Source: an optimization exercise on an open RTL-to-GDS flow (aim: small area, a short achievable clock period and few clock cycles per item). Production flows keep margins and buffers that such runs may drop.
The RTL was checked by simulation tests, not by an equivalence proof against the original design.

== rev 12 ==
Design lzdec, start of the top module:
module lzdec (
    input  wire        clk,
    input  wire        rst,             
    input  wire        cmd_valid,
    output wire        cmd_ready,
    input  wire        cmd_kind,        
    input  wire        cmd_len_known,
    input  wire        cmd_cap_en,
    input  wire [15:0] cmd_src_len,
    input  wire [31:0] cmd_skip,
    input  wire [31:0] cmd_take,
    input  wire [31:0] cmd_max_out,
    input  wire [7:0]  cmd_fill,
    input  wire        in_valid,
    input  wire [7:0]  in_data,
    output wire        in_ready,
    output wire        out_valid,
    output wire [7:0]  out_data,
    input  wire        out_ready,
    output wire        done,
    output wire [2:0]  err,
    output wire        win_we,
    output wire [11:0] win_waddr,
    output wire [7:0]  win_wdata,
    output wire [11:0] win_raddr,
    input  wire [7:0]  win_rdata
);
    localparam [2:0] E_NONE  = 3'd0,
                     E_TRUNC = 3'd1,
                     E_RANGE = 3'd3,
                     E_OVF   = 3'd4;
    localparam [3:0] P_IDLE  = 4'd0,
                     P_FIRST = 4'd1,    
                     P_TOK   = 4'd2,    
                     P_P1    = 4'd3,    
                     P_P2    = 4'd4,    
                     P_SHORT = 4'd5,    
                     P_GAM   = 4'd6,    
                     P_GC    = 4'd7,    
                     P_LM1   = 4'd8,    
                     P_END   = 4'd9;    
    localparam [1:0] G_SEL  = 2'd0,     
                     G_REPN = 2'd1,     
                     G_FARN = 2'd2;     
    reg         run;
    reg         fin;
    reg  [2:0]  err_r;
    reg         kind;
    reg         len_known;
    reg         cap_en;
    reg  [7:0]  fill;
    reg  [15:0] src_rem;
    reg         src_z;
    reg  [31:0] skip_rem;
    reg         skip_nz;
    reg  [31:0] take_rem;
    reg         take_one;
    reg  [31:0] cap_rem;
    reg         cap_z;
    reg  [3:0]  ps;
    reg  [7:0]  acc;           
    reg  [7:0]  pf;            
    reg         pf_v;
    reg  [3:0]  bcnt;          
    reg         lwm;
    reg  [12:0] last_off;      
    reg  [31:0] g;             
    reg  [1:0]  gsel;
    reg         gbig;          
    reg         lo_set;        
  ...
Size: roughly 2200 cells after synthesis, ~280 flip-flops, roughly 190 I/O pins, about 20000 um2 of cells after synthesis.
==> flow/config.mk <==
export PLATFORM = sky130hd
export DESIGN_NAME = lzdec
export DESIGN_NICKNAME = lzdec
export VERILOG_FILES = /design/flow/design.v
export SDC_FILE = /design/flow/constraint.sdc
export NUM_CORES = 4
export LEC_CHECK = 0
export ABC_CLOCK_PERIOD_IN_PS = 3500
export CAP_MARGIN = 0
export CORE_MARGIN = 2
export CORE_UTILIZATION = 60
export SETUP_SLACK_MARGIN = 1.5
export SLEW_MARGIN = 0
==> flow/constraint.sdc <==
create_clock -name core_clock -period 6.0 [get_ports {clk}]
set_input_delay 1.2000 -clock core_clock [delete_from_list [all_inputs] [get_ports {clk}]]
set_output_delay 1.2000 -clock core_clock [all_outputs]
set_load 0.01 [all_outputs]
standard.sh (not shown) runs the stock make flow with config.mk's settings and CLKGATE_MAP_FILE= SYNTH_SCRIPT=/design/flow/synth_recipe.tcl, a recipe that flattens the netlist after the stock synthesis.
==> flow/flow/run.sh <==
#!/bin/bash
# The standard layout, with the port buffers that buffer_ports inserts made of
# plain buffers (buf_2) instead of the delay-buffer cell it picks by default.
set -euo pipefail
export BUFFER_PORTS_ARGS="-buffer_cell sky130_fd_sc_hd__buf_2"
bash standard.sh > standard_flow.log 2>&1
Testbench counts of rev 12, summed over its fixed seeds: cycles 593,582, bytes 529,560.
Changes in rev 13 relative to rev 12:
--- a/flow/design.v
+++ b/flow/design.v
@@ -203,12 +203,13 @@
                 end else begin
                     lo_n[7:0] = db;
                     ps_n      = P_LM1;
                     if (db_pf && port_av && cpy_ok) begin
                         dbl   = 1'b1;
                         e_cpy = 1'b1;
+                        e_fast = 1'b1;
                         e_d   = {1'b0, in_data[7:4], pf};
                         e_n   = {29'd0, in_data[3:0]} + 33'd3;
                         ps_n  = P_TOK;
                         if ({in_data[7:4], pf} == 12'd0) begin
                             e_end = 1'b1;
                             e_err = E_RANGE;
@@ -381,12 +382,13 @@
             end
         end
         P_LM1: begin
             brd   = 1'b1;
             bok   = cpy_ok;
             e_cpy = 1'b1;
+            e_fast = 1'b1;
             e_d   = {1'b0, db[7:4], pd[7:0]};
             e_n   = {29'd0, db[3:0]} + 33'd3;
             ps_n  = P_TOK;
             if ({db[7:4], pd[7:0]} == 12'd0) begin
                 e_end = 1'b1;
                 e_err = E_RANGE;
@@ -433,21 +435,25 @@
     wire c_pf = stepping && pf_v &&
                 (vref || (brd && db_pf && ok_emit && bits_ok));
     assign in_ready = stepping && !src_z && (!pf_v || c_pf);
     wire byte_take  = in_ready && in_valid;
     wire c_port = commit && ((brd && !db_pf) || dbl);
     wire lit_go  = commit && e_lit;
-    wire r_load  = commit && e_cpy;    
     wire cpy_go  = commit && e_cpyv;   
-    wire fast_go = commit && e_fast && !c_act && w_acc;
+    wire fast_go = commit && e_fast && e_cpyv && !c_act && w_acc;
     wire ent_r   = r2w || fast_go;     
-    wire [12:0] dsel = c_act ? c_d : last_off;
-    wire [13:0] rsrc = {1'b0, full, ni} - {1'b0, dsel};
-    wire        rneg = rsrc[13];   
-    wire        rbyp = c_act ? c_byp : (last_off == 13'd1);
-    assign win_raddr = rsrc[11:0];
+    wire [12:0] dsel  = c_act ? c_d : last_off;
+    wire [13:0] rsrc  = {1'b0, full, ni} - {1'b0, dsel};
+    wire [7:0]  lb0   = (ps == P_LM1) ? last_off[7:0] : pf;
+    wire [13:0] lx    = {1'b0, full, ni} - {6'd0, lb0};
+    wire [5:0]  lhi   = lx[13:8] - {2'b00, in_data[7:4]};
+    wire        lzf   = !c_act && !kind;
+    wire        rneg  = lzf ? lhi[5] : rsrc[13];   
+    wire        rbyp  = c_act ? c_byp :
+                        (kind ? (last_off == 13'd1) : ({in_data[7:4], lb0} == 12'd1));
+    assign win_raddr = lzf ? {lhi[3:0], lx[7:0]} : rsrc[11:0];
     always @(posedge clk) begin
         if (rst) begin
             run     <= 1'b0;
             fin     <= 1'b0;
             err_r   <= E_NONE;
             ps      <= P_IDLE;
@@ -519,13 +525,13 @@
                 far_a2   <= far_a2_n;
                 lwm      <= lwm_n;
                 last_off <= lo_n;
                 if (e_end)
                     err_r <= e_err;
             end
-            if (r_load) begin
+            if (!c_act || (c_last && r2w)) begin
                 c_n    <= e_n;
                 c_last <= fast_go ? e_n2 : e_n1;
                 c_off  <= fast_go;
                 c_byp  <= (e_d == 13'd1);
                 c_d    <= e_d;
             end else if (r2w) begin
Findings:
Relative to rev 12, rev 13 degrades achievable frequency.
Changes observed in rev 13 relative to rev 12: largest fanout on the critical path rose 5, final count of negative-setup-slack endpoints about even.
Going from rev 12 to rev 13, placer congestion estimate up 4.6%, number of standard cells after synthesis increased about 6%.
Testbench counts of rev 13, summed over its fixed seeds: cycles 579,604, bytes 529,560.

---

Another version of the RTL of lzdec (not shown whole).
Size in the first run: about 2200 cells after synthesis, about 190 I/O pins, ~20000 sq um of cells after synthesis.
clock: 6.0 ns
lec_check: 0
abc_clock_period_in_ps: 3500
cap_margin: 0
core_margin: 2
core_utilization: 60
setup_slack_margin: 1.5
slew_margin: 0
Scripts as last shown in full above: flow/flow/run.sh
Testbench counts at the start, summed over its fixed seeds: cycles 593,582, bytes 529,560.
Then changed:
--- a/flow/design.v
+++ b/flow/design.v
@@ -53,24 +53,25 @@
     reg         src_z;
     reg  [31:0] skip_rem;
     reg         skip_nz;
     reg  [31:0] take_rem;
     reg         take_one;
     reg  [31:0] cap_rem;
     reg         cap_z;
     reg  [3:0]  ps;
     reg  [7:0]  acc;           
     reg  [7:0]  pf;            
     reg         pf_v;
     reg  [3:0]  bcnt;          
+    reg         have_acc;      
     reg         lwm;
     reg  [12:0] last_off;      
     reg  [31:0] g;             
     reg  [1:0]  gsel;
     reg         gbig;          
     reg         lo_set;        
     reg         far_bad;       
     reg         far_a1;        
     reg         far_a2;        
     reg         c_act;
     reg         c_last;
     reg         c_byp;
@@ -90,25 +91,24 @@
     wire       ovf      = run && w_valid && cap_blk;
     assign out_valid = run && w_valid && !cap_blk && !skip_nz;
     assign out_data  = w_val;
     assign win_we    = w_prod;
     assign win_waddr = ni - 12'd1;     
     assign win_wdata = w_val;
     assign cmd_ready = !run;
     assign done      = fin;
     assign err       = err_r;
     wire r2w    = c_act && w_acc;
     wire lit_ok = !c_act && w_acc;
     wire cpy_ok = !c_act || (c_last && w_acc);
-    wire       have_acc = (bcnt != 4'd0);
     wire [7:0] pf_rev   = {pf[0], pf[1], pf[2], pf[3], pf[4], pf[5], pf[6], pf[7]};
     wire [7:0] ca       = have_acc ? acc : (kind ? pf : pf_rev);
     wire [3:0] cn       = have_acc ? bcnt : 4'd8;
     wire       st_bits  = (ps == P_TOK) || (ps == P_P1) || (ps == P_P2) ||
                           (ps == P_SHORT) || (ps == P_GAM) || (ps == P_GC);
     wire       db_pf    = pf_v && (have_acc || !st_bits);    
     wire [7:0] db       = db_pf ? pf : in_data;
     wire       port_av  = !src_z && in_valid;
     wire [31:0] gv      = {g[30:0], ca[7]};
     reg  [3:0]  ps_n;
     reg  [31:0] g_n;
     reg  [1:0]  gsel_n;
@@ -423,25 +423,35 @@
             ps_n = P_END;
     end
     wire stepping = run && (ps != P_IDLE) && (ps != P_END);
     wire bits_ok  = !nbits || have_acc || pf_v;
     wire vref     = nbits && !have_acc && pf_v;      
     wire emit_ok  = e_lit ? lit_ok : (e_cpy ? cpy_ok : 1'b1);
     wire ok_emit  = brd ? bok : emit_ok;
     wire eoi = stepping && src_z &&
                ((nbits && !have_acc && !pf_v) || (brd && !db_pf));
     wire commit = stepping && bits_ok && ok_emit && (!brd || db_pf || port_av);
     wire c_pf = stepping && pf_v &&
                 (vref || (brd && db_pf && ok_emit && bits_ok));
-    assign in_ready = stepping && !src_z && (!pf_v || c_pf);
+    reg in_pf;
+    always @(*) begin
+        case (ps)
+        P_FIRST: in_pf = lit_ok;
+        P_LM1:   in_pf = cpy_ok;
+        P_TOK:   in_pf = have_acc && (kind ? (!acc[7] && lit_ok) : (!acc[7] || lit_ok));
+        default: in_pf = 1'b0;
+        endcase
+    end
+    wire c_pf_in = stepping && pf_v && (vref || in_pf);
+    assign in_ready = stepping && !src_z && (!pf_v || c_pf_in);
     wire byte_take  = in_ready && in_valid;
     wire c_port = commit && ((brd && !db_pf) || dbl);
     wire lit_go  = commit && e_lit;
     wire cpy_go  = commit && e_cpyv;   
     wire fast_go = commit && e_fast && !c_act && w_acc;
     wire ent_r   = r2w || fast_go;     
     function [13:0] sub14(input [13:0] a, input [13:0] b);
         reg [13:0] gen, pro, gg, pp, tg, tp;
         integer i, d;
         begin
             gen = a & ~b;
             pro = a ^ ~b;
@@ -482,24 +492,25 @@
                 cap_en    <= cmd_cap_en;
                 fill      <= cmd_fill;
                 src_rem   <= cmd_src_len;
                 src_z     <= (cmd_src_len == 16'd0);
                 skip_rem  <= cmd_skip;
                 skip_nz   <= (cmd_skip != 32'd0);
                 take_rem  <= cmd_take;
                 take_one  <= (cmd_take == 32'd1);
                 cap_rem   <= cmd_max_out;
                 cap_z     <= (cmd_max_out == 32'd0);
                 acc       <= 8'd0;
                 bcnt      <= 4'd0;
+                have_acc  <= 1'b0;
                 pf_v      <= 1'b0;
                 lwm       <= 1'b0;
                 last_off  <= 13'd0;
                 lo_set    <= 1'b0;
                 ni        <= 12'd0;
                 full      <= 1'b0;
                 c_act     <= 1'b0;
                 w_valid   <= 1'b0;
                 err_r     <= E_NONE;
                 if (cmd_len_known && cmd_take == 32'd0) begin
                     fin <= 1'b1;
                     ps  <= P_IDLE;
@@ -516,28 +527,30 @@
             if (byte_take && !c_port) begin
                 pf   <= in_data;
                 pf_v <= 1'b1;
             end else if (c_pf) begin
                 pf_v <= 1'b0;
             end
             if (eoi) begin
                 err_r <= len_known ? E_TRUNC : E_NONE;
                 ps    <= P_END;
             end else if (vref && !commit) begin
                 acc  <= ca;
                 bcnt <= 4'd8;
+                have_acc <= 1'b1;
             end else if (commit) begin
                 if (nbits) begin
                     acc  <= ca << k;
                     bcnt <= cn - {1'b0, k};
+                    have_acc <= (cn != {1'b0, k});
                 end
                 ps       <= ps_n;
                 g        <= g_n;
                 gsel     <= gsel_n;
                 gbig     <= gbig_n;
                 lo_set   <= lo_set_n;
                 far_bad  <= far_bad_n;
                 far_a1   <= far_a1_n;
                 far_a2   <= far_a2_n;
                 lwm      <= lwm_n;
                 last_off <= lo_n;
                 if (e_end)
Synthesized cell count barely changes.
Via count goes up by 0.38%.
Sequential share of layout area came out higher by 0.20 points.
Clock-buffer cell count went up by 2.
Final area stays flat.
Testbench counts after the change, summed over its fixed seeds: cycles 594,718, bytes 529,560.

[static timing again, ports no longer ideal]
The results above use ideal ports. As a check the final layouts listed here were re-extracted and re-timed, cells and wires unchanged.
Step 1, drivers: a clkbuf_16 drives clk and a buf_2 each remaining input, both assumed.
Step 2 times the ports against the registers' clock, not the clock port: input delays grow and output delays shrink by t, the midpoint of the rising clock arrivals with the driver on.
Three values: ideal, step 1, step 2; two values: the first two.
run | t, ns | slack for setup (ns) | clock arrival spread, ns
rev 12 | 0.569 | 1.404 / 1.352 / 1.495 | 0.022 / 0.022
rev 13 | 0.559 | 0.706 / 0.654 / 0.807 | 0.010 / 0.009
the first run of note 2 | 0.631 | 1.323 / 1.266 / 1.186 | 0.023 / 0.023
the second run of note 2 | 0.579 | 1.653 / 1.629 / 1.348 | 0.018 / 0.018
After both steps setup and hold are still met in every run listed. The setup slack of the second run of note 2, which loses most, moves by -0.024 ns with the drivers and by -0.305 ns with both steps.
